From an optimization exercise on the open Yosys and OpenROAD flow, aimed at small area, a short achievable clock period and few clock cycles; shortcuts taken in it are not production practice. Only simulation tests tie the RTL to the original design; equivalence was not proved. Power is estimated from default activity; no workload was simulated.

**design/flow/standard.sh**
```bash
#!/bin/bash
# synth_recipe.tcl (not shown) runs the flow's synth.tcl, then flattens the netlist and writes it again
# the make line also repeats each setting of config.mk as NAME=value (left out here)
make -C /OpenROAD-flow-scripts/flow DESIGN_CONFIG=/design/flow/config.mk WORK_HOME=/design/flow/orfs CLKGATE_MAP_FILE= SYNTH_SCRIPT=/design/flow/synth_recipe.tcl "${@:-finish}"
```
**design/flow/design.v**
```verilog
module crc_frame_codec (
    input  wire        clk,
    input  wire        rst,
    input  wire        cmd_valid,
    output wire        cmd_ready,
    input  wire [3:0]  cmd_op,
    input  wire [7:0]  cmd_reg,
    input  wire [7:0]  cmd_byte,
    input  wire [8:0]  cmd_len,
    input  wire        buf_we,
    input  wire [7:0]  buf_addr,
    input  wire [7:0]  buf_wdata,
    input  wire [7:0]  rd_addr,
    output reg  [7:0]  rd_data,
    output reg         done,
    output reg  [2:0]  err,
    output reg  [15:0] rval,
    output reg         fault,
    output reg         tx_valid,
    output reg  [7:0]  tx_data,
    input  wire        tx_ready,
    input  wire        tx_fail,
    input  wire        rx_valid,
    input  wire [7:0]  rx_data,
    output reg         rx_ready,
    input  wire        rx_fail,
    input  wire        expire
);
    localparam [7:0]  SOF_BYTE = 8'hAA;
    localparam [6:0]  DEV_ADDR = 7'h40;
    localparam [15:0] CRC_INIT = 16'hFFFF;
    localparam [3:0] OP_CRC_INIT   = 4'h1;
    localparam [3:0] OP_CRC_UPDATE = 4'h2;
    localparam [3:0] OP_CRC_READ   = 4'h3;
    localparam [3:0] OP_ENC_WRITE  = 4'h4;
    localparam [3:0] OP_ENC_READ   = 4'h5;
    localparam [3:0] OP_DECODE     = 4'h6;
    localparam [3:0] OP_XACT_WRITE = 4'h7;
    localparam [3:0] OP_XACT_READ  = 4'h8;
    localparam [3:0] OP_RELEASE    = 4'hF;
    localparam [2:0] E_OK       = 3'd0;
    localparam [2:0] E_INVALID  = 3'd1;
    localparam [2:0] E_TIMEOUT  = 3'd2;
    localparam [2:0] E_CHECKSUM = 3'd3;
    localparam [2:0] E_PROTOCOL = 3'd4;
    localparam [2:0] E_ADDRESS  = 3'd5;
    localparam [2:0] E_TRANSPORT= 3'd6;
    localparam [2:0] T_SOF = 3'd0;
    localparam [2:0] T_ADR = 3'd1;
    localparam [2:0] T_REG = 3'd2;
    localparam [2:0] T_LEN = 3'd3;
    localparam [2:0] T_PAY = 3'd4;
    localparam [2:0] T_CRH = 3'd5;
    localparam [2:0] T_CRL = 3'd6;
    localparam [2:0] R_HUNT = 3'd0;
    localparam [2:0] R_H0   = 3'd1;
    localparam [2:0] R_H1   = 3'd2;
    localparam [2:0] R_H2   = 3'd3;
    localparam [2:0] R_PAY  = 3'd4;
    localparam [2:0] R_C0   = 3'd5;
    localparam [2:0] R_C1   = 3'd6;
    function [15:0] crc_step;
        input [15:0] c;
        input [7:0]  b;
        integer i;
        reg [15:0] r;
        begin
            r = c;
            for (i = 7; i >= 0; i = i - 1) begin
                if (r[15] ^ b[i])
                    r = {r[14:0], 1'b0} ^ 16'h1021;
                else
                    r = {r[14:0], 1'b0};
            end
            crc_step = r;
        end
    endfunction
    reg        idle;         
    reg        released;
    reg [2:0]  tph;          
    reg [2:0]  rph;          
    reg        rw_r;         
    reg        then_rx;      
    reg [7:0]  reg_r;
    reg [7:0]  len_r;
    reg [7:0]  cnt;          
    reg [15:0] fcrc;         
    reg        addr_ok;
    reg        reg_ok;
    reg        hi_ok;        
    reg [15:0] gcrc;
    reg [2039:0] txv;
    reg [2039:0] rxv;
    assign cmd_ready = idle;
    function [15:0] dec16;
        input [3:0] a;
        integer k;
        begin
            for (k = 0; k < 16; k = k + 1)
                dec16[k] = (a == k);
        end
    endfunction
    function [254:0] dec255;
        input [7:0] a;
        integer k;
        reg [15:0] hi, lo;
        begin
            for (k = 0; k < 16; k = k + 1) begin
                hi[k] = (a[7:4] == k);
                lo[k] = (a[3:0] == k);
            end
            for (k = 0; k < 255; k = k + 1)
                dec255[k] = hi[k >> 4] & lo[k & 15];
        end
    endfunction
    function [7:0] rd255;
        input [2039:0] v;
        input [7:0]    a;
        begin
            rd255 = (a == 8'd255) ? 8'h00 : v[8*a +: 8];
        end
    endfunction
    wire [15:0]  rd_lo = dec16(rd_addr[3:0]);
    wire [15:0]  rd_hi = dec16(rd_addr[7:4]);
    wire [127:0] rd_row;
    genvar ri;
    generate
        for (ri = 0; ri < 16; ri = ri + 1) begin : g_rrow
            if (ri < 15) begin : g_full
                crc_frame_codec_sel16 u_row (
                    .sel(rd_lo), .d(rxv[128*ri +: 128]), .q(rd_row[8*ri +: 8]));
            end else begin : g_last
                crc_frame_codec_sel16 u_row (
                    .sel(rd_lo), .d({8'h00, rxv[128*ri +: 120]}),
                    .q(rd_row[8*ri +: 8]));
            end
        end
    endgenerate
    wire [7:0] rmem_rd;
    crc_frame_codec_sel16 u_rcol (.sel(rd_hi), .d(rd_row), .q(rmem_rd));
    always @(posedge clk)
        rd_data <= rmem_rd;
    reg        bw_q;
    reg [7:0]  ba_q;
    reg [7:0]  bd_q;
    always @(posedge clk) begin
        bw_q <= buf_we && idle && !rst;
        ba_q <= buf_addr;
        bd_q <= buf_wdata;
    end
    wire [254:0] bsel = dec255(ba_q);
    wire [254:0] wsel = dec255(cnt);
    wire         bw   = bw_q;
    wire         rw   = rx_ready && rx_valid && (rph == R_PAY);
    genvar gi;
    generate
        for (gi = 0; gi < 255; gi = gi + 1) begin : g_buf
            always @(posedge clk) begin
                if (bw && bsel[gi])
                    txv[8*gi +: 8] <= bd_q;
                if (rw && wsel[gi])
                    rxv[8*gi +: 8] <= rx_data;
            end
        end
    endgenerate
    wire        tx_take  = tx_valid && tx_ready;
    wire        tx_cov   = (tph == T_ADR) || (tph == T_REG) ||
                           (tph == T_LEN) || (tph == T_PAY);
    wire [15:0] ncrc     = crc_step(fcrc, tx_valid ? tx_data : rx_data);
    wire [7:0]  cnt_inc  = cnt + 8'd1;
    wire        tx_plast = rw_r || (cnt == len_r);    
    reg  [7:0]  tx_nbyte;
    reg  [2:0]  tx_nph;
    always @(*) begin
        case (tph)
        T_SOF: begin tx_nbyte = {DEV_ADDR, rw_r}; tx_nph = T_ADR; end
        T_ADR: begin tx_nbyte = reg_r;            tx_nph = T_REG; end
        T_REG: begin tx_nbyte = len_r;            tx_nph = T_LEN; end
        T_CRH: begin tx_nbyte = fcrc[7:0];        tx_nph = T_CRL; end
        default: begin
            if (tx_plast) begin
                tx_nbyte = ncrc[15:8]; tx_nph = T_CRH;
            end else begin
                tx_nbyte = tpre;       tx_nph = T_PAY;
            end
        end
        endcase
    end
    wire rx_take = rx_ready && rx_valid;
    reg  [7:0]  tpre;
    reg  [7:0]  tra;
    wire [7:0]  tmem_rd = rd255(txv, tra);
    always @(posedge clk) begin
        if (idle) begin
            tra <= 8'd0;
        end else if (tph == T_SOF || tph == T_ADR || tph == T_REG) begin
            tpre <= tmem_rd;
            if (tph == T_REG && tx_ready)
                tra <= 8'd1;
        end else if (tx_ready && (tph == T_LEN || tph == T_PAY) && !tx_plast) begin
            tpre <= tmem_rd;
            tra  <= tra + 8'd1;
        end
    end
    always @(posedge clk) begin
        if (rst) begin
            idle     <= 1'b1;
            released <= 1'b0;
            done     <= 1'b0;
            fault    <= 1'b0;
            tx_valid <= 1'b0;
            rx_ready <= 1'b0;
        end else if (idle) begin
            reg_r <= cmd_reg;
            len_r <= cmd_len[7:0];
            cnt   <= 8'd0;
            tph   <= T_SOF;
            rph   <= R_HUNT;
            fcrc  <= CRC_INIT;
            rw_r  <= (cmd_op == OP_ENC_READ) || (cmd_op == OP_XACT_READ);
            then_rx <= (cmd_op == OP_XACT_READ);
            tx_data <= SOF_BYTE;
            if (cmd_valid) begin
                if (released) begin
                    fault <= 1'b1;
                end else begin
                    done <= 1'b1;
                    err  <= E_OK;
                    case (cmd_op)
                    OP_CRC_INIT: begin
                        gcrc  <= CRC_INIT;
                    end
                    OP_CRC_UPDATE: begin
                        gcrc  <= crc_step(gcrc, cmd_byte);
                    end
                    OP_CRC_READ: begin
                        rval <= gcrc;
                    end
                    OP_ENC_WRITE, OP_ENC_READ: begin
                        if (cmd_len[8]) begin
                            err <= E_INVALID;
                        end else begin
                            done     <= 1'b0;
                            idle     <= 1'b0;
                            tx_valid <= 1'b1;
                        end
                    end
                    OP_XACT_WRITE, OP_XACT_READ: begin
                        if (cmd_len[8] || cmd_len[7:0] == 8'd0) begin
                            err <= E_INVALID;
                        end else begin
                            done     <= 1'b0;
                            idle     <= 1'b0;
                            tx_valid <= 1'b1;
                        end
                    end
                    OP_DECODE: begin
                        if (cmd_len[8]) begin
                            err <= E_INVALID;
                        end else begin
                            done     <= 1'b0;
                            idle     <= 1'b0;
                            rx_ready <= 1'b1;
                        end
                    end
                    OP_RELEASE: begin
                        released <= 1'b1;
                    end
                    default: begin
                        err <= E_INVALID;
                    end
                    endcase
                end
            end
        end else if (tx_valid) begin
            if (expire) begin
                tx_valid <= 1'b0;
                idle     <= 1'b1;
                done     <= 1'b1;
                err      <= E_TIMEOUT;
            end else if (tx_fail) begin
                tx_valid <= 1'b0;
                idle     <= 1'b1;
                done     <= 1'b1;
                err      <= E_TRANSPORT;
            end else if (tx_ready) begin
                if (tx_cov)
                    fcrc <= ncrc;
                if (tph == T_CRL) begin
                    tx_valid <= 1'b0;
                    if (then_rx) begin
                        rx_ready <= 1'b1;
                    end else begin
                        idle <= 1'b1;
                        done <= 1'b1;
                        err  <= E_OK;
                    end
                end
                tph     <= tx_nph;
                tx_data <= tx_nbyte;
                if (tph == T_LEN || tph == T_PAY)
                    cnt <= cnt_inc;
            end
        end else begin
            if (expire) begin
                rx_ready <= 1'b0;
                idle     <= 1'b1;
                done     <= 1'b1;
                err      <= E_TIMEOUT;
            end else if (rx_fail) begin
                rx_ready <= 1'b0;
                idle     <= 1'b1;
                done     <= 1'b1;
                err      <= E_TRANSPORT;
            end else if (rx_valid) begin
                case (rph)
                R_HUNT: begin
                    if (rx_data == SOF_BYTE) begin
                        fcrc <= CRC_INIT;
                        rph  <= R_H0;
                    end
                end
                R_H0: begin
                    fcrc <= ncrc;
                    addr_ok <= (rx_data[7:1] == DEV_ADDR);
                    rph     <= R_H1;
                end
                R_H1: begin
                    fcrc <= ncrc;
                    reg_ok <= (rx_data == reg_r);
                    rph    <= R_H2;
                end
                R_H2: begin
                    fcrc <= ncrc;
                    cnt    <= 8'd0;
                    if (!addr_ok) begin
                        rx_ready <= 1'b0;
                        idle     <= 1'b1;
                        done     <= 1'b1;
                        err      <= E_ADDRESS;
                    end else if (!reg_ok || rx_data != len_r) begin
                        rx_ready <= 1'b0;
                        idle     <= 1'b1;
                        done     <= 1'b1;
                        err      <= E_PROTOCOL;
                    end else if (len_r == 8'd0) begin
                        rph <= R_C0;
                    end else begin
                        rph <= R_PAY;
                    end
                end
                R_PAY: begin
                    fcrc <= ncrc;
                    cnt    <= cnt_inc;
                    if (cnt_inc == len_r)
                        rph <= R_C0;
                end
                R_C0: begin
                    hi_ok <= (rx_data == fcrc[15:8]);
                    rph <= R_C1;
                end
                default: begin
                    rx_ready <= 1'b0;
                    idle     <= 1'b1;
                    done     <= 1'b1;
                    err      <= (hi_ok && rx_data == fcrc[7:0]) ? E_OK : E_CHECKSUM;
                end
                endcase
            end
        end
    end
endmodule
module crc_frame_codec_sel16 (
    input  wire [15:0]  sel,
    input  wire [127:0] d,
    output reg  [7:0]   q
);
    integer k;
    always @(*) begin
        q = 8'h00;
        for (k = 0; k < 16; k = k + 1)
            q = q | ({8{sel[k]}} & d[8*k +: 8]);
    end
endmodule
```
**design/flow/constraint.sdc**
```tcl
create_clock -name core_clock -period 10.0 [get_ports {clk}]
set_input_delay 2.0000 -clock core_clock [delete_from_list [all_inputs] [get_ports {clk}]]
set_output_delay 2.0000 -clock core_clock [all_outputs]
set_load 0.01 [all_outputs]
```
**design/flow/config.mk**
```make
export PLATFORM = sky130hd
export DESIGN_NAME = crc_frame_codec
export DESIGN_NICKNAME = crc_frame_codec
export VERILOG_FILES = /design/flow/design.v
export SDC_FILE = /design/flow/constraint.sdc
export NUM_CORES = 4
export LEC_CHECK = 0
export CAP_MARGIN = 20
export CORE_MARGIN = 2
export CORE_UTILIZATION = 50
export CTS_CLUSTER_DIAMETER = 80
export CTS_CLUSTER_SIZE = 30
export SETUP_SLACK_MARGIN = 5
export SLEW_MARGIN = 20
export SYNTH_HIERARCHICAL = 1
```
**design/flow/flow/run.sh**
```bash
#!/bin/bash
set -uo pipefail
bash standard.sh SETUP_SLACK_MARGIN=6.5 \
  "BUFFER_PORTS_ARGS=-buffer_cell sky130_fd_sc_hd__buf_4" \
  finish > standard_flow.log 2>&1
rc=$?
echo "standard.sh exit $rc"
exit $rc
```
==> results of run 1 <==
[cell type report]
class / count / area, sq um / share of cell area (%)
timing repair buffer: 372 / 4840 / 2.72
clock inverter: 90 / 1080 / 0.608
sequential: 4221 / 126000 / 71.1
inverter: 16 / 65.1 / 0.0366
multi-input combinational: 3408 / 35100 / 19.8
clock buffer: 208 / 4780 / 2.69
antenna: 11 / 27.5 / 0.0155
tap: 4305 / 5390 / 3.03
[Yosys stat by module (local to each module, per instance)]
| module | cell area [sq um] | cells inside | flops+latches |
|---|---|---|---|
| crc_frame_codec | 148000 | 6697 | 4221 |
| crc_frame_codec_sel16 | 778 | 88 | 0 |
[path summary, 6_finish.rpt]
| kind | from | end | cells after the start |
|---|---|---|---|
| hold / removal | gcrc[6]$_SDFFCE_PP1P_ | rval[6]$_DFFE_PP_ | 0 |
| setup / recovery | rd_addr[2] | rd_data[5]$_DFF_P_ | 9 |
| hold reg to reg | gcrc[6]$_SDFFCE_PP1P_ | rval[6]$_DFFE_PP_ | 0 |
| setup reg to reg | tra[2]$_SDFFE_PP0P_ | tpre[0]$_SDFFCE_PN0P_ | 9 |
[synthesized netlist by cell type, types with 6 or more instances]
master       n
nand3b_1     7
edfxtp_1  4182
a31oi_1     14
o22ai_1     20
xor2_1      31
o21ai_0     73
nand2b_1    28
nor2b_1     31
a221oi_2    85
buf_1       44
a22oi_1     68
o221ai_1    10
buf_6      170
a211oi_1    21
nand4_1    146
xnor2_1     71
and2_1       7
inv_1       15
or3_1        6
mux2i_1    150
nor4_1      11
a221oi_1   491
o211ai_1    20
nand3_1     40
a21oi_1     93
nand2_1    177
buf_2       98
dfxtp_1     39
mux2_2      11
nor3_1      32
nor2_1     626
buf_4       79
mux4_2     484
a22o_1     559
nor3b_1      6
clkbuf_1   168
[metal layers]
metal  global-route usage (%)  wire [um]  vias to the layer above
met5                        0         29                        -
met4                     9.43      19500                        6
met3                     3.96      40100                      696
met2                     43.5     222000                     4382
met1                     37.0     175000                    44500
li1                         -          -                    34200
[sequential cells by signal, summed over array words and instances, names as in the netlist, 16 cells and up]
signal  flops
fcrc       16
gcrc       16
rval       16
rxv      2040
txv      2040
[power by group through the flow]
| stage | clock [uW] | combinational, uW | sequential [uW] |
|---|---|---|---|
| 2_1_floorplan | 0 | 436 | 19900 |
| 3_3_place_gp | 0 | 975 | 19900 |
| 3_5_place_dp | 0 | 992 | 19900 |
| 4_1_cts | 9540 | 1100 | 19500 |
| 5_1_grt | 10100 | 1200 | 19500 |
| 6_report | 9450 | 1160 | 19500 |
[metrics by stage]
| stage | std cells | utilization [%] |
|---|---|---|
| 2_1_floorplan | 8200 | - |
| 3_3_place_gp | 12200 | 51.7 |
| 3_5_place_dp | 12200 | 51.7 |
| 4_1_cts | 12600 | 54.9 |
| 5_1_grt | 12600 | 55.3 |
| 6_report | 12600 | 55.3 |
[logic make-up (layout without fill, tap and decap cells)]
logic type / Yosys count / count (layout) / synth area share, %
buf+inv: 575 / 686 / 2.38
compound gates: 1509 / 1509 / 7.98
xor+xnor: 103 / 103 / 0.567
other cells: 1 / 19 / 0.00232
simple gates: 1134 / 1138 / 3.12
flops: 4221 / 4221 / 78.2
mux: 645 / 645 / 7.75
fa+ha+maj: 5 / 5 / 0.0387
[worst reg2reg max path: stages, from the launching register on]
cell     delay [ns]
dfxtp_4        0.46
buf_8          0.27
buf_12         0.30
buf_16         0.25
mux4_2         0.40
mux2i_1        0.22
nor3_1         0.16
nor4_2         0.65
a21oi_4        0.26
a21o_1         0.29
[timing repair]
| action | CTS | global route |
|---|---|---|
| setup endpoints to repair | 2155 | 841 |
| endpoints found under the hold margin | 0 | 0 |
| gates resized for setup | 687 | 162 |
| pin swaps | 77 | 83 |
| gates cloned | 29 | 23 |
| setup buffers | 47 | 14 |
==> impl_metrics.tcl, run 1 <==
set metrics [dict create \
    hold_class "reg -> reg" \
    gp_congestion 0.879 \
    wl_per_cell_um 36.2 \
    die_h_um 573 \
    avgSynthCellArea_sq_um 19.7 \
    powerDensity_nw_per_um2 170 \
    cp_common_cell "nand4_1" \
    final_common_cell "edfxtp_1" \
    drtPass1Iterations 6 \
    status "timing/DRC/antenna clean" \
    cts.sinks 4221 \
    path_cells "buf_12 -> nand2b_4 -> nor2_4 -> clkbuf_16 -> a22o_1 -> a221oi_1 -> nand4_1 -> a221oi_2 -> nand4_1" \
    yosys.cell_types.count 75 \
    fin_nets 8277 \
    netlist_area_sq_um 162000 \
    yosysTopAreaCell "edfxtp_1" \
    detailedPlace.worstSlack_ns 4.17 \
    cp_top_family "compound AO/OA/AOI/OAI gates" \
    p_sw_share_pct 21.6 \
    synth-edff-count 4182 \
    p_leak_uw 0.0524 \
    final_area_sq_um 178000 \
    max_freq_mhz 269 \
    grt_max_degree 196 \
    dpl_cell_area_sq_um 166000 \
    clkTransAtPathRegs_ns 0.11 \
    drcViolationCount 0 \
    cap_violations 0 \
    antenna_left 0 \
    grt_use_total_pct 26.7 \
    cts.path.max_buffers 4 \
    async_flop_share_pct 0 \
    grt_overflow 0 \
    drt_iter0_markers 12000 \
    finalCritPeriodShare_pct 37.1 \
    wl_um 457000 \
    cp.required_ns 10.78 \
    fin_crit_ns 3.71 \
    grt_pass1_vias 80600 \
    fin_tns_setup_ns 0 \
    cp_data_arrival_time_ns 4.50 \
    total_power_uw 30100 \
    crit_path_max_incr_delay_ns 0.62 \
    drv_slew 0 \
    antenna_found_initial 14 \
    synthTopCellsByArea "edfxtp_1 (78%), mux4_2 (6.7%), a22o_1 (3.0%)" \
    synth_top_area_share_pct 77.7 \
    fp-row-count 208 \
    power.switching_uw 6500 \
    ir_drop_uv 175 \
    syn_inst 8193 \
    start_kind "primary input" \
    fillers 24100 \
    layout-drive-gt1-share_pct 21.9 \
    rsz0062_at_grt "true" \
    grt_pass1_wl_um 621000 \
    holdWs_ns 0.470 \
    layout_common_cells "edfxtp_1 (4,182), a22o_1 (541), mux4_2 (484)" \
    skew_ns 0.0625 \
    num_io_pins 110 \
    io_buffers 109 \
    tritoncts "yes" \
    h-tree-depth 4 \
    dieArea_sq_um 328000 \
    synth.yosys.seq_area_share_pct 78.2 \
    critPathSlowestCell "a221oi_1" \
    yosysWarnings 8 \
    cts_hold_repair.buffers 0 \
    crit_type "in -> reg" \
    cp.buffers_inverters 2 \
    cp_max_fo 13 \
    via_count 83800 \
    synth_flop_cell "edfxtp_1" \
    vias_per_cell 6.63 \
    worst-slew-pin-transition_ns 1.28 \
    cts_buffers 183 \
    critPathCaptureType "register" \
    cts-root-buf "clkbuf_16" \
    ys_seq_elements 4221 \
    area_delta_synth_final_pct 9.94 \
    start_util_pct 50.3 \
    fp.coreArea_sq_um 321000 \
    clk_latency_ns 0.93 \
    slew_headroom_pct 14.3 \
    p_clk_share_pct 31.4 \
    chipWidth_um 573 \
    dp_hpwl_um 249000 \
    hold_viol_final 0 \
    ff2ff_setup_slack_ns 6.50 \
    p_comb_share_pct 3.8 \
    p_seq_share_pct 64.8 \
    p_int_uw 23600 \
    setup_viol 0 \
    layout_setup_ws_ns 6.29 \
]
Testbench counts, summed over its fixed seeds: cycles 81,727.
==> run 2, diff against run 1 <==
--- a/design/flow/config.mk
+++ b/design/flow/config.mk
@@ -12,4 +12,4 @@
 export CTS_CLUSTER_SIZE = 30
 export SETUP_SLACK_MARGIN = 5
-export SLEW_MARGIN = 20
+export SLEW_MARGIN = 60
 export SYNTH_HIERARCHICAL = 1
==> run 2 against run 1 <==
  * Worst hold slack better by 0.012 ns
  * Largest power group unchanged
  * Power is 0.34% lower
  * Global-route usage is 0.21 points lower
  * Clock skew is 0.011 ns lower
  * Largest cell class unchanged
  * Fmax is 1.6% higher
==> impl_metrics.tcl, run 2 <==
set metrics [dict create \
    grt_overflow 0 \
    max_freq_mhz 274 \
    powerDensity_nw_per_um2 166 \
    cp.required_ns 10.78 \
    antenna_left 0 \
    largest_registers "rxv (2040), txv (2040)" \
    path_cells "buf_6 -> nand2b_4 -> nor2_4 -> buf_12 -> a22o_1 -> a221oi_2 -> nand4_1 -> a221oi_2 -> nand4_1" \
    worstSetupStartpoint "rd_addr[0]" \
    netlist_area_sq_um 162000 \
    holdWs_ns 0.482 \
    fin_tns_setup_ns 0 \
    ff2ff_setup_slack_ns 6.45 \
    critPathSlowestCell "nand4_1" \
    drv_slew 0 \
    area_delta_synth_final_pct 11.9 \
    cp.buffers_inverters 2 \
    skew_ns 0.0510 \
    slew_headroom_pct 54.7 \
    synth-edff-count 4182 \
    reg2reg_depth 9 \
    yosysMostFrequentCell "edfxtp_1" \
    p_leak_uw 0.0538 \
    crit_path_max_incr_delay_ns 0.61 \
    wl_um 452000 \
    fp.coreArea_sq_um 321000 \
    min_path_cells 0 \
    fin_nets 8429 \
    vias_per_cell 6.59 \
    start_util_pct 50.3 \
    hp-start "gcrc[14]$_SDFFCE_PP1P_" \
    layout_common_cells "edfxtp_1 (4,182), a22o_1 (542), mux4_2 (484)" \
    fin_crit_ns 3.65 \
    cp_data_arrival_time_ns 4.44 \
    dieArea_sq_um 328000 \
    h-tree-depth 4 \
    grt_pass1_vias 80900 \
    tritoncts "yes" \
    clkTransAtPathRegs_ns 0.11 \
    wl_per_cell_um 35.4 \
    hold_viol_final 0 \
    syn_inst 8193 \
    synthTopCellsByArea "edfxtp_1 (78%), mux4_2 (6.7%), a22o_1 (3.0%)" \
    avgSynthCellArea_sq_um 19.7 \
    start_kind "primary input" \
    worst-path-stages 9 \
    yosysWarnings 8 \
    synth_top_area_share_pct 77.7 \
    worst-slew-pin-transition_ns 0.678 \
    grt_max_degree 100 \
    cts.path.max_buffers 4 \
    grt_use_total_pct 26.5 \
    io_buffers 109 \
    detailedPlace.worstSlack_ns 4.72 \
    hold_class "reg -> reg" \
    drtPass1Iterations 13 \
    synth_flop_cell "edfxtp_1" \
    ir_drop_uv 163 \
    final_core_util_pct 56.3 \
    dp_hpwl_um 261000 \
    fp-row-count 208 \
    yosysTopAreaCell "edfxtp_1" \
    grt_pass1_wl_um 618000 \
    cts-root-buf "clkbuf_16" \
    finalCritPeriodShare_pct 36.5 \
    chipWidth_um 573 \
    antenna_found_initial 8 \
    cts_buffers 179 \
    rsz0062_at_grt "true" \
    layout-drive-gt1-share_pct 26.6 \
    clk_latency_ns 0.94 \
    synth_common_cells "edfxtp_1 (4,182), nor2_1 (626), a22o_1 (559)" \
    num_io_pins 110 \
    cap_violations 0 \
    yosys.cell_types.count 75 \
    die_h_um 573 \
    rr_startpoint "tra[1]$_SDFFE_PP0P_" \
    gp_congestion 0.879 \
    ys_seq_elements 4221 \
    crit_type "in -> reg" \
    final_common_cell "edfxtp_1" \
    status "timing/DRC/antenna clean" \
    drcViolationCount 0 \
    drt_iter0_markers 11100 \
    total_power_uw 30000 \
    via_count 84200 \
    async_flop_share_pct 0 \
    cts.sinks 4221 \
    cp_top_family "compound AO/OA/AOI/OAI gates" \
    setup_viol 0 \
    synth.yosys.seq_area_share_pct 78.2 \
    critPathCaptureType "register" \
    layout_setup_ws_ns 6.35 \
    cp_max_fo 55 \
]
[run 2: report_power, final]
group	leakage [uW]	internal [uW]	total [uW]	switching (uW)
registers	0.0380	19400	19500	59.3
logic	0.0131	394	1260	869
clock network	0.00275	3740	9260	5520
[run 2: timing repair]
| item | CTS | global route |
|---|---|---|
| pin swaps | 84 | 60 |
| endpoints found under the setup margin | 52 | 40 |
| resized for setup | 314 | 89 |
| gates cloned | 34 | 29 |
| hold buffers | 0 | 0 |
| buffers inserted | 31 | 39 |
[run 2: layout make-up]
class | count | area [sq um]
fillers | 23700 | 141000
well taps | 4305 | 5390
repair buffers | 532 | 7760
multi-input cells | 3404 | 35500
clock inverters | 82 | 1020
flip-flops and latches | 4221 | 126000
inverters | 16 | 65.1
clock buffers | 203 | 4630
diodes | 4 | 10.0
[run 2: worst paths after layout]
path | endpoint
max | rd_data[1]$_DFF_P_
min | rval[14]$_DFFE_PP_
max reg2reg | tpre[6]$_SDFFCE_PN0P_
min reg2reg | rval[14]$_DFFE_PP_
[run 2: per-layer routing]
metal / GRT usage, % / routed length (um)
met5: 0 / 29
met1: 36.8 / 176000
met3: 3.16 / 35500
met4: 9.86 / 19300
met2: 43.4 / 221000
[run 2: kinds of logic (layout without fill, tap and decap cells)]
kind of cell | after synthesis | after routing | synth area share, %
compound gates | 1509 | 1509 | 7.98
simple gates | 1134 | 1134 | 3.12
xor+xnor | 103 | 103 | 0.567
mux | 645 | 645 | 7.75
fa+ha+maj | 5 | 5 | 0.0387
flops | 4221 | 4221 | 78.2
other cells | 1 | 12 | 0.00232
buf+inv | 575 | 833 | 2.38
[run 2: Yosys stat by module, one instance, submodules excluded]
module / copies in the design / cells inside / cell area (sq um) / flip-flops and latches
crc_frame_codec: 1 / 6697 / 148000 / 4221
crc_frame_codec_sel16: 17 / 88 / 778 / 0
[run 2: stage by stage]
| step | area (sq um) | instances |
|---|---|---|
| after CTS | 179000 | 12700 |
| after global routing | 181000 | 12800 |
| final | 181000 | 12800 |
| after global placement | 166000 | 12200 |
| after floorplan | 162000 | 8200 |
| after detailed placement | 170000 | 12300 |
==> run 3, diff against run 2 <==
--- a/design/flow/design.v
+++ b/design/flow/design.v
@@ -114,11 +114,4 @@
         end
     endfunction
-    function [7:0] rd255;
-        input [2039:0] v;
-        input [7:0]    a;
-        begin
-            rd255 = (a == 8'd255) ? 8'h00 : v[8*a +: 8];
-        end
-    endfunction
     wire [15:0]  rd_lo = dec16(rd_addr[3:0]);
     wire [15:0]  rd_hi = dec16(rd_addr[7:4]);
@@ -190,5 +183,22 @@
     reg  [7:0]  tpre;
     reg  [7:0]  tra;
-    wire [7:0]  tmem_rd = rd255(txv, tra);
+    wire [15:0]  tr_lo = dec16(tra[3:0]);
+    wire [15:0]  tr_hi = dec16(tra[7:4]);
+    wire [127:0] tr_row;
+    genvar ti;
+    generate
+        for (ti = 0; ti < 16; ti = ti + 1) begin : g_trow
+            if (ti < 15) begin : g_full
+                crc_frame_codec_sel16 u_row (
+                    .sel(tr_lo), .d(txv[128*ti +: 128]), .q(tr_row[8*ti +: 8]));
+            end else begin : g_last
+                crc_frame_codec_sel16 u_row (
+                    .sel(tr_lo), .d({8'h00, txv[128*ti +: 120]}),
+                    .q(tr_row[8*ti +: 8]));
+            end
+        end
+    endgenerate
+    wire [7:0]  tmem_rd;
+    crc_frame_codec_sel16 u_tcol (.sel(tr_hi), .d(tr_row), .q(tmem_rd));
     always @(posedge clk) begin
         if (idle) begin
--- a/design/flow/config.mk
+++ b/design/flow/config.mk
@@ -12,4 +12,4 @@
 export CTS_CLUSTER_SIZE = 30
 export SETUP_SLACK_MARGIN = 5
-export SLEW_MARGIN = 60
+export SLEW_MARGIN = 20
 export SYNTH_HIERARCHICAL = 1
==> run 3 against run 2 <==
  * Synthesized cell count is 3.0% higher
  * Worst setup slack worse by 0.11 ns
  * Sequential share of layout area is 2.1 points higher
  * Via count is 3.7% higher
  * Global-route usage is 1.9 points higher
  * Critical path type unchanged
  * Largest power group unchanged
  * Highest routed layer unchanged
==> impl_metrics.tcl, run 3 <==
set metrics [dict create \
    status "timing/DRC/antenna clean" \
    p_int_uw 23700 \
    die_h_um 568 \
    synth_flop_cell "edfxtp_1" \
    gp_congestion 0.873 \
    vias_per_cell 6.86 \
    crit_type "in -> reg" \
    grt_use_total_pct 28.4 \
    antenna_found_initial 15 \
    ff2ff_setup_slack_ns 6.48 \
    cp.buffers_inverters 3 \
    powerDensity_nw_per_um2 173 \
    total_power_uw 30300 \
    cts_hold_repair.buffers 0 \
    hold_class "reg -> reg" \
    clk_latency_ns 0.94 \
    largest_registers "rxv (2040), txv (2040)" \
    rr_startpoint "tra[0]$_SDFFE_PP0P_" \
    holdPathEnd "rval[10]$_DFFE_PP_" \
    synth_top_area_share_pct 79.1 \
    drv_slew 0 \
    rsz0062_at_grt "true" \
    ir_drop_uv 164 \
    grt_max_degree 192 \
    synth-edff-count 4182 \
    rr_endpoint "tpre[2]$_DFFE_PP_" \
    skew_ns 0.0534 \
    yosysWarnings 8 \
    crit_path_max_incr_delay_ns 0.33 \
    clkTransAtPathRegs_ns 0.11 \
    avgSynthCellArea_sq_um 18.8 \
    num_io_pins 110 \
    fin_tns_setup_ns 0 \
    p_leak_uw 0.0526 \
    drtPass1Iterations 8 \
    async_flop_share_pct 0 \
    min_path_cells 0 \
    worstSetupStartpoint "rd_addr[0]" \
    hold_viol_final 0 \
    cts_buffers 187 \
    fin_crit_ns 3.76 \
    chipWidth_um 568 \
    max_freq_mhz 266 \
    h-tree-depth 4 \
    start_kind "primary input" \
    synth_common_cells "edfxtp_1 (4,182), a22o_1 (1,089), a221oi_1 (922)" \
    final_common_cell "edfxtp_1" \
    yosys.cell_types.count 65 \
    synth.yosys.seq_area_share_pct 79.6 \
    cts.sinks 4221 \
    grt_pass1_vias 82800 \
    hp-start "gcrc[10]$_SDFFCE_PP1P_" \
    grt_overflow 0 \
    via_count 87300 \
    p_seq_share_pct 64.4 \
    cp_top_family "compound AO/OA/AOI/OAI gates" \
    yosysTopAreaCell "edfxtp_1" \
    worst-slew-pin-transition_ns 1.32 \
    grt_pass1_wl_um 650000 \
    yosysMostFrequentCell "edfxtp_1" \
    p_sw_share_pct 21.8 \
    start_util_pct 50.3 \
    tritoncts "yes" \
    drt_iter0_markers 12800 \
    wl_per_cell_um 37.2 \
    cts-root-buf "clkbuf_16" \
    finalCritPeriodShare_pct 37.6 \
    reg2reg_depth 10 \
    layout_common_cells "edfxtp_1 (4,182), a22o_1 (1,075), a221oi_1 (639)" \
    fin_nets 8515 \
    critPathSlowestCell "a221oi_4" \
    ys_seq_elements 4221 \
    fp.coreArea_sq_um 315000 \
    cp_data_arrival_time_ns 4.54 \
    cp.required_ns 10.77 \
    critPathCaptureType "register" \
    netlist_area_sq_um 159000 \
    wl_um 473000 \
    synthTopCellsByArea "edfxtp_1 (79%), a22o_1 (6.0%), a221oi_1 (5.1%)" \
    layout-drive-gt1-share_pct 18.6 \
    io_buffers 109 \
    dieArea_sq_um 322000 \
    dp_hpwl_um 255000 \
    power.switching_uw 6590 \
    setup_viol 0 \
    syn_inst 8437 \
    p_comb_share_pct 4.0 \
    fp-row-count 206 \
    drcViolationCount 0 \
    area_delta_synth_final_pct 10.5 \
    slew_headroom_pct 11.6 \
    cap_violations 0 \
    path_cells "buf_12 -> nand2b_4 -> nor3_4 -> buf_12 -> buf_16 -> a22o_1 -> a221oi_2 -> nand4_1 -> a22o_1 -> a221oi_4 -> nand4_1" \
    cts.path.max_buffers 4 \
    holdWs_ns 0.483 \
    cp_max_fo 44 \
    p_clk_share_pct 31.6 \
    antenna_left 0 \
]
## run 3: area by class of cell
type                       instances  area [sq um]
sequential                      4221        126000
fill                           23800        140000
antenna                           15          37.5
tap                             4160          5200
multi-input combinational       3578         31900
timing repair buffer             434          5830
clock inverter                    87          1070
clock buffer                     217          4960
inverter                          15          56.3
## run 3: power by group through the flow
stage,Combinational [uW],Clock [uW],Sequential (uW)
5_1_grt,1230,10200,19500
3_3_place_gp,971,0,19900
6_report,1200,9570,19500
3_5_place_dp,987,0,19900
2_1_floorplan,414,0,19900
4_1_cts,1140,9640,19500
## run 3: Yosys stat by module (local to each module, per instance)
module / cell area [sq um] / cells inside / copies in the design / flip-flops and latches
crc_frame_codec: 132000 / 5445 / 1 / 4221
crc_frame_codec_sel16: 778 / 88 / 34 / 0
## run 3: worst reg2reg max path: stages (launching register included)
cell and delay, ns:
dfxtp_4 0.41, inv_1 0.12, ha_4 0.28, and2_4 0.24, buf_6 0.23, buf_6 0.29, a221oi_1 0.54, nand4_1 0.26
a22o_1 0.40, a221oi_2 0.33, nand4_1 0.17
## run 3: layer usage
layer,global-route usage (%),routed length [um]
met3,3.69,40000
met2,46.8,230000
met5,0,35
met1,38.7,181000
met4,10.7,22200
## run 3: worst max-delay path by stage
stage | endpoint | cells past startpoint | slack, ns
after floorplan | rd_data[0]$_DFF_P_ | 8 | 6.30
after global placement | rd_data[7]$_DFF_P_ | 10 | 4.30
after detailed placement | rd_data[7]$_DFF_P_ | 10 | 4.28
after CTS | rxv[1481]$_DFFE_PP_ | 5 | 6.13
after global routing | rxv[630]$_DFFE_PP_ | 5 | 6.28
final | rd_data[6]$_DFF_P_ | 11 | 6.24
## run 3: what timing repair did
action / in CTS / in global routing
endpoints found under the setup margin: 2068 / 2148
cloned: 73 / 12
buffers inserted: 64 / 22
resized for setup: 671 / 284
pin swaps: 113 / 66
## run 3: logic make-up after synthesis
family | synth area share [%]
other | 0.00236
buffers and inverters | 3.24
DFF | 79.6
adders and majority gates | 0.0630
and+or+nand+nor | 3.40
xor gates and xnor gates | 0.568
AOI/OAI and AO/OA | 13.1
muxes | 0.0843
## run 3: metrics by stage
step	utilization [%]	worst slack (ns)	std cells	cell area (sq um)
2_1_floorplan	-	6.30	8452	159000
3_3_place_gp	51.3	4.30	12200	162000
3_5_place_dp	51.3	4.28	12200	162000
4_1_cts	55.0	6.13	12700	174000
5_1_grt	55.6	6.28	12700	175000
6_report	55.6	6.24	12700	175000
Testbench counts of run 3, summed over its fixed seeds: cycles 81,727.
==> run 4, diff against run 3 <==
==> design/flow/flow/run.sh (replaced) <==
#!/bin/bash
set -uo pipefail
bash standard.sh SETUP_SLACK_MARGIN=6.3 \
  "BUFFER_PORTS_ARGS=-buffer_cell sky130_fd_sc_hd__buf_4" \
  finish > standard_flow.log 2>&1
rc=$?
echo "standard.sh exit $rc"
exit $rc
==> run 4 against run 3 <==
  * Flip-flop and latch count unchanged
  * Clock skew decreased by 0.0037 ns
  * Register-to-register slack got worse by 0.41 ns
  * Routed wire length decreased by 3.0%
  * Area after synthesis unchanged
  * Sequential share of layout area increased by 1.6 points
  * Global-route usage decreased by 0.97 points
  * Final cell count decreased by 0.67%
  * Power decreased by 1.1%
  * Non-clock buffer count decreased by 75
  * Synthesized cell count unchanged
  * Largest cell class unchanged
==> impl_metrics.tcl, run 4 <==
set metrics [dict create \
    syn_inst 8437 \
    ir_drop_uv 198 \
    final_cells 12600 \
    drtPass1Iterations 6 \
    cp_data_arrival_time_ns 4.57 \
    finalCritPeriodShare_pct 40.5 \
    critPathCaptureType "register" \
    clkTransAtPathRegs_ns 0.11 \
    fp.coreArea_sq_um 315000 \
    rr_startpoint "rph[2]$_SDFFCE_PP0P_" \
    layout-drive-gt1-share_pct 14.4 \
    clk_latency_ns 0.91 \
    worst-slew-pin-transition_ns 1.32 \
    setup_viol 0 \
    yosys.cell_types.count 65 \
    dp_cells 12200 \
    worstSetupStartpoint "rx_valid" \
    crit_path_max_incr_delay_ns 0.96 \
    cap_violations 0 \
    area_delta_synth_final_pct 8.08 \
    h-tree-depth 4 \
    ff2ff_setup_slack_ns 6.07 \
    hold_class "reg -> reg" \
    skew_ns 0.0497 \
    fp-row-count 206 \
    antenna_left 0 \
    max_freq_mhz 247 \
    dpl_cell_area_sq_um 162000 \
    yosysTopAreaCell "edfxtp_1" \
    cp_common_cell "buf_4" \
    largest_registers "rxv (2040), txv (2040)" \
    drv_slew 0 \
    cts.sinks 4221 \
    rr_endpoint "rxv[278]$_DFFE_PP_" \
    grt_pass1_vias 82500 \
    wl_per_cell_um 36.3 \
    hold_viol_final 0 \
    yosysMostFrequentCell "edfxtp_1" \
    powerDensity_nw_per_um2 174 \
    reg2reg_depth 7 \
    drcViolationCount 0 \
    cp.required_ns 10.52 \
    p_leak_uw 0.0512 \
    synth-edff-count 4182 \
    fin_tns_setup_ns 0 \
    rsz0062_at_grt "true" \
    vias_per_cell 6.83 \
    die_h_um 568 \
    synth_top_area_share_pct 79.1 \
    layout_common_cells "edfxtp_1 (4,182), a22o_1 (1,077), a221oi_1 (756)" \
    critPathSlowestCell "nor2_1" \
    synth_flop_cell "edfxtp_1" \
    yosysWarnings 8 \
    netlist_area_sq_um 159000 \
    chipWidth_um 568 \
    synth.yosys.seq_area_share_pct 79.6 \
    cts.path.max_buffers 4 \
    wl_um 459000 \
    status "timing/DRC/antenna clean" \
    path_cells "buf_4 -> nand3_1 -> nor3b_2 -> buf_4 -> nand2_1 -> nor2_1" \
    final_common_cell "edfxtp_1" \
    synthTopCellsByArea "edfxtp_1 (79%), a22o_1 (6.0%), a221oi_1 (5.1%)" \
    async_flop_share_pct 0 \
    grt_use_total_pct 27.4 \
    detailedPlace.worstSlack_ns 4.36 \
    final_area_sq_um 172000 \
    start_kind "primary input" \
    start_util_pct 50.3 \
    gp_congestion 0.861 \
    antenna_found_initial 18 \
    grt_overflow 0 \
    io_buffers 109 \
    cts_buffers 181 \
    ys_seq_elements 4221 \
    fin_crit_ns 4.05 \
    via_count 86300 \
    cp.buffers_inverters 2 \
    slew_headroom_pct 11.8 \
    synth_common_cells "edfxtp_1 (4,182), a22o_1 (1,089), a221oi_1 (922)" \
    fillers 24100 \
    worst-path-stages 6 \
    crit_type "in -> reg" \
    num_io_pins 110 \
    tritoncts "yes" \
    drt_iter0_markers 12200 \
    grt_max_degree 196 \
    dieArea_sq_um 322000 \
    layout_setup_ws_ns 5.95 \
    cp_max_fo 16 \
    cp_top_family "simple AND/OR/NAND/NOR gates" \
    grt_pass1_wl_um 631000 \
    avgSynthCellArea_sq_um 18.8 \
    cts-root-buf "clkbuf_16" \
    crit_end "rxv[278]$_DFFE_PP_" \
    holdWs_ns 0.481 \
    dp_hpwl_um 253000 \
    fin_nets 8436 \
]
run 4: kinds of logic (layout without fill, tap and decap cells):
group	Yosys count	count (layout)	share of synthesized area, %
flops	4221	4221	79.6
compound gates	2271	2271	13.1
simple gates	1148	1169	3.40
buf+inv	672	663	3.24
xor+xnor	103	103	0.568
mux	13	13	0.0843
fa+ha+maj	8	8	0.0630
other cells	1	34	0.00236
run 4: layer usage:
metal  vias up  routed length [um]  part of all wire [%]  global-route usage [%]
met2      4667              225000                    49                    45.3
met1     45600              175000                    38                    37.0
met3       691               40700                   8.9                    4.24
li1      35400                   -                     -                       -
met5         -                  37                0.0081                       0
met4         6               18400                   4.0                    9.76
run 4: what timing repair did:
| item | CTS | global route |
|---|---|---|
| endpoints found under the setup margin | 959 | 792 |
| resized for setup | 360 | 164 |
| cloned | 44 | 9 |
| hold buffers | 0 | 0 |
| setup buffers | 38 | 20 |
| pin swaps | 78 | 35 |
run 4: worst min-delay path by stage:
| stage | start | to | cells after the start |
|---|---|---|---|
| finish | gcrc[12]$_SDFFCE_PP1P_ | rval[12]$_DFFE_PP_ | 0 |
| global route | gcrc[12]$_SDFFCE_PP1P_ | rval[12]$_DFFE_PP_ | 0 |
| CTS | gcrc[12]$_SDFFCE_PP1P_ | rval[12]$_DFFE_PP_ | 0 |
| detailed placement | gcrc[10]$_SDFFCE_PP1P_ | rval[10]$_DFFE_PP_ | 0 |
| global placement | gcrc[7]$_SDFFCE_PP1P_ | rval[7]$_DFFE_PP_ | 0 |
| floorplan | gcrc[12]$_SDFFCE_PP1P_ | rval[12]$_DFFE_PP_ | 0 |
run 4: per-module statistics from Yosys (local to each module, per instance):
module,copies in the design,cells,flip-flops and latches,area (sq um)
crc_frame_codec,1,5445,4221,132000
crc_frame_codec_sel16,34,88,0,778
run 4: area by class of cell:
cell class	count	area [sq um]	share of cell area, %
well taps	4160	5200	3.03
clock inverters	68	937	0.546
flip-flops and latches	4221	126000	73.6
repair buffers	359	4230	2.46
multi-input cells	3580	30000	17.5
inverters	15	56.3	0.0328
diodes	18	45.0	0.0262
clock buffers	221	4790	2.79
run 4: through the flow:
step / total power (uW) / utilization (%)
final: 29900 / 54.4
after detailed placement: 20900 / 51.3
after global routing: 30600 / 54.4
after CTS: 30000 / 54.1
after floorplan: 20300 / -
after global placement: 20900 / 51.2
run 4: worst reg2reg max path: cells and delay by family, from the launching register on:
family,cells,cell delay (ns)
AND/OR/NAND/NOR,5,2.56
flip-flops,1,0.55
buffers and inverters,2,0.45
run 4: power breakdown:
group          leakage (uW)  switching [uW]  internal, uW
Combinational        0.0105             799           293
Sequential           0.0380            69.0         19400
Clock               0.00278            5430          3900
Total                0.0512            6300         23600
==> run 5, diff against run 4 <==
==> design/flow/flow/run.sh (replaced) <==
#!/bin/bash
set -uo pipefail
bash standard.sh SETUP_SLACK_MARGIN=6.5 \
  "BUFFER_PORTS_ARGS=-buffer_cell sky130_fd_sc_hd__buf_4" \
  finish > standard_flow.log 2>&1
rc=$?
echo "standard.sh exit $rc"
exit $rc
--- a/design/flow/config.mk
+++ b/design/flow/config.mk
@@ -12,4 +12,4 @@
 export CTS_CLUSTER_SIZE = 30
 export SETUP_SLACK_MARGIN = 5
-export SLEW_MARGIN = 20
+export SLEW_MARGIN = 60
 export SYNTH_HIERARCHICAL = 1
==> run 5 against run 4 <==
  * Critical path depth increased by 6
  * Clock power about the same
  * Still clean
  * Cell area increased by 3.4%
  * Combinational power increased by 17%
  * Count of clock-buffer cells in the layout decreased by 2
  * Global-route usage increased by 0.25 points
  * Final cell count increased by 1.4%
  * Register-to-register slack improved by 0.42 ns
  * Sequential power about the same
  * Core utilization increased by 1.9 points
  * Sequential share of layout area decreased by 2.4 points
==> impl_metrics.tcl, run 5 <==
set metrics [dict create \
    status "timing/DRC/antenna clean" \
    final_common_cell "edfxtp_1" \
    grt_pass1_wl_um 639000 \
    hold_viol_final 0 \
    rr_endpoint "tpre[5]$_DFFE_PP_" \
    hold_class "reg -> reg" \
    grt_pass1_vias 83200 \
    yosysTopAreaCell "edfxtp_1" \
    crit_path_max_incr_delay_ns 0.51 \
    rr_startpoint "tra[1]$_SDFFE_PP0P_" \
    dpl_cell_area_sq_um 166000 \
    cp_max_fo 8 \
    cts.path.max_buffers 4 \
    critPathCaptureType "register" \
    chipWidth_um 568 \
    start_util_pct 50.3 \
    num_io_pins 110 \
    ys_seq_elements 4221 \
    drcViolationCount 0 \
    grt_use_total_pct 27.6 \
    clk_latency_ns 0.93 \
    drtPass1Iterations 6 \
    p_seq_share_pct 64.8 \
    netlist_area_sq_um 159000 \
    io_buffers 109 \
    wl_um 459000 \
    critPathSlowestCell "a221oi_4" \
    dp_hpwl_um 270000 \
    synth-edff-count 4182 \
    yosysWarnings 8 \
    powerDensity_nw_per_um2 169 \
    synth.yosys.seq_area_share_pct 79.6 \
    wl_per_cell_um 35.8 \
    antenna_found_initial 10 \
    setup_viol 0 \
    ir_drop_uv 160 \
    synth_top_area_share_pct 79.1 \
    grt_overflow 0 \
    worst-slew-pin-transition_ns 0.685 \
    layout-drive-gt1-share_pct 22.1 \
    cts.sinks 4221 \
    holdPathEnd "rval[0]$_DFFE_PP_" \
    fin_crit_ns 3.73 \
    vias_per_cell 6.75 \
    layout_common_cells "edfxtp_1 (4,182), a22o_1 (1,078), a221oi_1 (704)" \
    power.switching_uw 6490 \
    start_kind "primary input" \
    path_cells "buf_12 -> nand2b_4 -> buf_6 -> buf_6 -> nor2_4 -> buf_12 -> buf_16 -> a22o_4 -> a221oi_4 -> nand4_1 -> a221oi_4 -> nand4_1" \
    max_freq_mhz 268 \
    cap_violations 0 \
    final_area_sq_um 178000 \
    total_power_uw 30100 \
    cts-root-buf "clkbuf_16" \
    final_core_util_pct 56.3 \
    tritoncts "yes" \
    p_sw_share_pct 21.6 \
    fillers 23500 \
    finalCritPeriodShare_pct 37.3 \
    p_clk_share_pct 31.0 \
    synth_common_cells "edfxtp_1 (4,182), a22o_1 (1,089), a221oi_1 (922)" \
    ff2ff_setup_slack_ns 6.49 \
    dieArea_sq_um 322000 \
    gp_congestion 0.873 \
    reg2reg_depth 12 \
    fin_tns_setup_ns 0 \
    skew_ns 0.0571 \
    h-tree-depth 4 \
    drv_slew 0 \
    detailedPlace.worstSlack_ns 4.46 \
    cts_buffers 182 \
    yosys.cell_types.count 65 \
    p_leak_uw 0.0535 \
    yosysMostFrequentCell "edfxtp_1" \
    clkTransAtPathRegs_ns 0.11 \
    layout_setup_ws_ns 6.27 \
    hp-start "gcrc[0]$_SDFFCE_PP1P_" \
    async_flop_share_pct 0 \
    synth_flop_cell "edfxtp_1" \
    crit_type "in -> reg" \
    drt_iter0_markers 12100 \
    rsz0062_at_grt "true" \
    area_delta_synth_final_pct 11.8 \
    grt_max_degree 100 \
    via_count 86600 \
    slew_headroom_pct 54.4 \
    fin_nets 8621 \
    p_comb_share_pct 4.3 \
    cp_data_arrival_time_ns 4.53 \
    fp.coreArea_sq_um 315000 \
    largest_registers "rxv (2040), txv (2040)" \
    p_int_uw 23600 \
    avgSynthCellArea_sq_um 18.8 \
    min_path_cells 0 \
    antenna_left 0 \
    fp-row-count 206 \
    syn_inst 8437 \
    die_h_um 568 \
    cp.required_ns 10.80 \
    synthTopCellsByArea "edfxtp_1 (79%), a22o_1 (6.0%), a221oi_1 (5.1%)" \
]
==> run 5: through the flow <==
| step | hold WS (ns) | cells |
|---|---|---|
| after floorplan | 0.447 | 8452 |
| after global placement | 0.454 | 12200 |
| after detailed placement | 0.458 | 12400 |
| after CTS | 0.482 | 12800 |
| after global routing | 0.487 | 12800 |
| final | 0.483 | 12800 |
==> run 5: cell families (layout without fill, tap and decap cells) <==
| family | after synthesis | after routing | synth area share (%) |
|---|---|---|---|
| adders and majority gates | 8 | 8 | 0.0630 |
| DFF | 4221 | 4221 | 79.6 |
| other | 1 | 23 | 0.00236 |
| AOI/OAI and AO/OA | 2271 | 2271 | 13.1 |
| muxes | 13 | 13 | 0.0843 |
| and+or+nand+nor | 1148 | 1151 | 3.40 |
| buffers and inverters | 672 | 875 | 3.24 |
| xor gates and xnor gates | 103 | 103 | 0.568 |
==> run 5: worst max-delay path by stage <==
stage | depth (start not counted) | slack (ns) | to | startpoint
final | 12 | 6.27 | rd_data[6]$_DFF_P_ | rd_addr[3]
after global routing | 14 | 6.30 | rd_data[1]$_DFF_P_ | rd_addr[3]
after CTS | 2 | 6.30 | tx_data[0] | tx_data[0]$_SDFFCE_PP0P_
after detailed placement | 13 | 4.46 | rd_data[5]$_DFF_P_ | rd_addr[2]
after global placement | 10 | 4.30 | rd_data[7]$_DFF_P_ | rd_addr[2]
after floorplan | 8 | 6.30 | rd_data[0]$_DFF_P_ | rd_addr[2]
==> run 5: power by group through the flow <==
stage / combinational, uW / sequential, uW / clock, uW
after floorplan: 414 / 19900 / 0
after global placement: 971 / 19900 / 0
after detailed placement: 1100 / 19900 / 0
after CTS: 1230 / 19500 / 9400
after global routing: 1320 / 19500 / 9970
final: 1280 / 19500 / 9310
==> run 5: timing repair <==
action / 4_1_cts / 5_1_grt
resized for setup: 371 / 107
endpoints found under the hold margin: 0 / 0
setup endpoints to repair: 114 / 42
buffers inserted: 69 / 16
hold buffers: 0 / 0
gates cloned: 52 / 11
pin swaps: 91 / 62
==> run 5: final cells by class <==
cell class | count | area [sq um] | area share (%)
diodes | 7 | 17.5 | 0.00987
inverters | 15 | 56.3 | 0.0317
clock buffers | 219 | 4840 | 2.72
multi-input cells | 3562 | 32000 | 18.0
well taps | 4160 | 5200 | 2.93
clock inverters | 80 | 925 | 0.521
flip-flops and latches | 4221 | 126000 | 71.2
repair buffers | 561 | 8070 | 4.54
==> run 5: modules after synthesis (local to each module, per instance) <==
module | times used | cells inside
crc_frame_codec_sel16 | 34 | 88
crc_frame_codec | 1 | 5445
==> run 5: metal layers <==
layer  vias up  track usage, %  wire length [um]
met5         -               0                46
met4         8            9.37             18800
met3       682            3.54             37600
met2      4390            46.1            226000
met1     45600            37.7            177000
li1      35900               -                 -
==> run 5: critical path: cells and delay by family <==
kind / cells / cell delay [ns]
compound gates: 3 / 0.99
simple gates: 4 / 0.86
buf+inv: 5 / 0.65

-- static timing again, ports no longer ideal --
No port has a modelled driver above. Below, the same layouts with a new extraction and two added sets of constraints. Step 1, drivers: a clkbuf_16 drives clk and a buf_2 each remaining input, both assumed. Step 2, shift: input delay + t, output delay - t, t = (earliest + latest rising clock arrival at the registers) / 2. This alone moves slack from input paths to output paths. a / b / c = no drivers / after step 1 / after step 2; a / b = the first two.
run	t (ns)	slack for setup (ns)	clock arrival spread, ns	worst data-port slew with drivers (ns)
run 1	1.000	6.289 / 6.323 / 5.323	0.075 / 0.074	0.20
run 2	1.012	6.347 / 6.379 / 5.367	0.060 / 0.059	0.18
run 3	1.010	6.237 / 6.226 / 5.216	0.056 / 0.056	0.20
run 4	0.992	5.954 / 5.993 / 5.001	0.065 / 0.066	0.12
run 5	1.003	6.267 / 6.250 / 5.273	0.061 / 0.060	0.21
After both steps setup and hold are still met in every run listed. The setup slack of run 3, which loses most, moves by -0.011 ns with the drivers and by -1.021 ns with both steps.
